Context: an optimization exercise on an open-source flow, tuned for small area, a short achievable clock period and few clock cycles. The choices shown serve that exercise and are no tape-out recipe.
At most, simulation tests tie the RTL to the original design; equivalence was not proved.
Power and IR drop assume default switching activity.

## harbor
==> flow/design.v <==
module ep_bitacc #(
    parameter ERR_W = 8
) (
    input  wire             clk,
    input  wire             rst,           
    input  wire             cmd_valid,
    output wire             cmd_ready,
    input  wire [39:0]      cmd_word,
    output wire             out_valid,
    output wire [7:0]       out_data,
    input  wire             out_ready,
    input  wire             out_err,
    input  wire [ERR_W-1:0] out_err_code,
    output wire             err_flag,
    output wire [ERR_W-1:0] err_code
);
    reg [31:0]      v;           
    reg [7:0]       pb;          
    reg [2:0]       pc;          
    reg [2:0]       pn;          
    reg [2:0]       f;           
    reg [4:0]       kh;          
    reg             first;       
    reg             busy;        
    reg             chk;         
    reg             stuff;       
    reg [1:0]       z;           
    reg             err_flag_r;
    wire [1:0]  op    = cmd_word[39:38];
    wire        is_wr = (op == 2'b00);
    wire        is_tr = (op == 2'b10);
    wire [5:0]  w_eff = is_wr ? cmd_word[37:32] : {5'd0, is_tr};
    wire [5:0]  len   = {3'd0, pn} + w_eff;
    wire [5:0]  lm1   = len - 6'd1;
    wire        owes  = is_wr ? (len[5:3] != 3'd0) : (len != 6'd0);
    wire [46:0] vy = {8'd0, v, 7'd0};
    wire [14:0] win = ({15{kh[0]}} & vy[14:0])  | ({15{kh[1]}} & vy[22:8]) |
                      ({15{kh[2]}} & vy[30:16]) | ({15{kh[3]}} & vy[38:24]) |
                      ({15{kh[4]}} & vy[46:32]);
    wire [14:0] wf1 = f[2] ? win[14:4] : win[10:0];
    wire [14:0] wf2 = f[1] ? wf1[10:2] : wf1[8:0];
    wire [7:0]  ext = f[0] ? wf2[8:1]  : wf2[7:0];
    wire [7:0]  tm  = first ? ~(8'hFF >> pc) : 8'h00;
    wire [7:0]  byte_raw = (ext & ~tm) | (pb & tm);
    wire hi_zero = (byte_raw[7:2] == 6'd0);
    wire is_zero = hi_zero & (byte_raw[1:0] == 2'd0);
    wire last    = (pn != 3'd0) ? kh[1] : kh[0];
    wire accept  = !busy && cmd_valid && !err_flag_r;
    wire offer   = busy && !chk;
    wire fail    = offer && out_ready && out_err;
    assign cmd_ready = !busy && !rst;
    assign out_valid = offer && !rst;
    assign out_data  = {byte_raw[7:2], byte_raw[1:0] | {2{stuff}}};
    assign err_flag  = err_flag_r;
    assign err_code  = pb;
    always @(posedge clk) begin
        if (accept) begin
            v     <= {cmd_word[31:1], cmd_word[0] | is_tr};
            pb    <= byte_raw;
            pc    <= pn;
            f     <= lm1[2:0];
            kh    <= 5'd1 << lm1[5:3];
            first <= 1'b1;
        end else if (fail) begin
            pb    <= out_err_code;
        end else if (offer && out_ready && !stuff) begin
            first <= 1'b0;
            kh    <= kh >> 1;
        end
    end
    always @(posedge clk) begin
        if (rst) begin
            busy       <= 1'b0;
            pn         <= 3'd0;
            z          <= 2'd0;
            err_flag_r <= 1'b0;
        end else if (busy) begin
            if (chk) begin
                chk   <= 1'b0;
                stuff <= hi_zero;
            end else if (out_ready) begin
                if (out_err) begin
                    err_flag_r <= 1'b1;
                    busy       <= 1'b0;
                end else if (stuff) begin
                    z     <= 2'd0;
                    stuff <= 1'b0;
                end else begin
                    z     <= {z[0] & is_zero, is_zero};
                    chk   <= z[0] & is_zero;
                    if (last) busy <= 1'b0;
                end
            end
        end else if (accept) begin
            pn    <= is_wr ? len[2:0] : 3'd0;
            busy  <= owes;
            chk   <= z[1];
            stuff <= 1'b0;
        end
    end
endmodule
clock: 5.5 ns
lec_check: 0
cap_margin: 20
core_margin: 2
core_utilization: 40
slew_margin: 20
standard.sh (not shown) runs the stock make flow with config.mk's settings and CLKGATE_MAP_FILE= SYNTH_SCRIPT=/design/flow/synth_recipe.tcl, a recipe that flattens the netlist after the stock synthesis.
==> flow/flow/run.sh <==
#!/bin/bash
# Standard ORFS layout, with plain buffers on the ports instead of the
# delay-cell buffers that buffer_ports picks by default.
set -euo pipefail
export BUFFER_PORTS_ARGS="-buffer_cell sky130_fd_sc_hd__buf_2"
bash standard.sh > standard.log 2>&1
Relative to harbor, the following input files were edited for yarrow:
--- a/flow/design.v
+++ b/flow/design.v
@@ -19,14 +19,12 @@
     reg [2:0]       pc;          
     reg [2:0]       pn;          
     reg [2:0]       f;           
     reg [4:0]       kh;          
     reg             first;       
     reg             busy;        
-    reg             chk;         
-    reg             stuff;       
     reg [1:0]       z;           
     reg             err_flag_r;
     wire [1:0]  op    = cmd_word[39:38];
     wire        is_wr = (op == 2'b00);
     wire        is_tr = (op == 2'b10);
     wire [5:0]  w_eff = is_wr ? cmd_word[37:32] : {5'd0, is_tr};
@@ -40,19 +38,19 @@
     wire [14:0] wf1 = f[2] ? win[14:4] : win[10:0];
     wire [14:0] wf2 = f[1] ? wf1[10:2] : wf1[8:0];
     wire [7:0]  ext = f[0] ? wf2[8:1]  : wf2[7:0];
     wire [7:0]  tm  = first ? ~(8'hFF >> pc) : 8'h00;
     wire [7:0]  byte_raw = (ext & ~tm) | (pb & tm);
     wire hi_zero = (byte_raw[7:2] == 6'd0);
+    wire stuff   = z[1] & hi_zero;
     wire is_zero = hi_zero & (byte_raw[1:0] == 2'd0);
     wire last    = (pn != 3'd0) ? kh[1] : kh[0];
     wire accept  = !busy && cmd_valid && !err_flag_r;
-    wire offer   = busy && !chk;
-    wire fail    = offer && out_ready && out_err;
+    wire fail    = busy && out_ready && out_err;
     assign cmd_ready = !busy && !rst;
-    assign out_valid = offer && !rst;
+    assign out_valid = busy && !rst;
     assign out_data  = {byte_raw[7:2], byte_raw[1:0] | {2{stuff}}};
     assign err_flag  = err_flag_r;
     assign err_code  = pb;
     always @(posedge clk) begin
         if (accept) begin
             v     <= {cmd_word[31:1], cmd_word[0] | is_tr};
@@ -60,42 +58,35 @@
             pc    <= pn;
             f     <= lm1[2:0];
             kh    <= 5'd1 << lm1[5:3];
             first <= 1'b1;
         end else if (fail) begin
             pb    <= out_err_code;
-        end else if (offer && out_ready && !stuff) begin
+        end else if (busy && out_ready && !stuff) begin
             first <= 1'b0;
             kh    <= kh >> 1;
         end
     end
     always @(posedge clk) begin
         if (rst) begin
             busy       <= 1'b0;
             pn         <= 3'd0;
             z          <= 2'd0;
             err_flag_r <= 1'b0;
         end else if (busy) begin
-            if (chk) begin
-                chk   <= 1'b0;
-                stuff <= hi_zero;
-            end else if (out_ready) begin
+            if (out_ready) begin
                 if (out_err) begin
                     err_flag_r <= 1'b1;
                     busy       <= 1'b0;
                 end else if (stuff) begin
-                    z     <= 2'd0;
-                    stuff <= 1'b0;
+                    z <= 2'd0;
                 end else begin
-                    z     <= {z[0] & is_zero, is_zero};
-                    chk   <= z[0] & is_zero;
+                    z <= {z[0] & is_zero, is_zero};
                     if (last) busy <= 1'b0;
                 end
             end
         end else if (accept) begin
-            pn    <= is_wr ? len[2:0] : 3'd0;
-            busy  <= owes;
-            chk   <= z[1];
-            stuff <= 1'b0;
+            pn   <= is_wr ? len[2:0] : 3'd0;
+            busy <= owes;
         end
     end
 endmodule
--- outcome ---
- As of yarrow, die area had fallen by a little under 10% compared to harbor.
- Compared with harbor, yarrow improves summed area of non-filler cells in the final layout.
- The reg2reg setup slack in yarrow sits 0.46 ns below the value recorded for harbor.
- Going from harbor to yarrow, total met3 wirelength after detailed routing fell by 47 microns, clock power rose by about 5%, worst-case setup margin in the final layout fell by 0.43 ns, vias after detailed routing fell by about 8%.
Testbench counts of yarrow, summed over its fixed seeds: cycles 16,983.
Only the layout flow was run in harbor; the RTL was not checked for function there.

## static timing again, ports no longer ideal
In the flow no input, the clock included, has a driving cell. The finished layouts below were timed again as built, in two steps.
Step 1 sets driving cells, clkbuf_16 on the clock port and buf_2 on the other inputs (assumed; they add their load-dependent delay and slew).
Step 2 adds t to the input delays and takes it off the output delays; t is the mean of the earliest and latest rising clock arrival at the registers after step 1. Input paths then give back, and output paths get back, about the clock's delay inside the block.
Three values: ideal, step 1, step 2; two values: the first two.
run | shift t [ns] | slack for setup (ns) | worst setup path at the end | worst register clock-pin slew, ns
harbor | 0.379 | 1.618 / 1.586 / 1.688 | input to register | 0.08 / 0.08
yarrow | 0.366 | 1.184 / 1.152 / 1.518 | register to output | 0.07 / 0.07
After both steps every run listed still meets setup and hold.
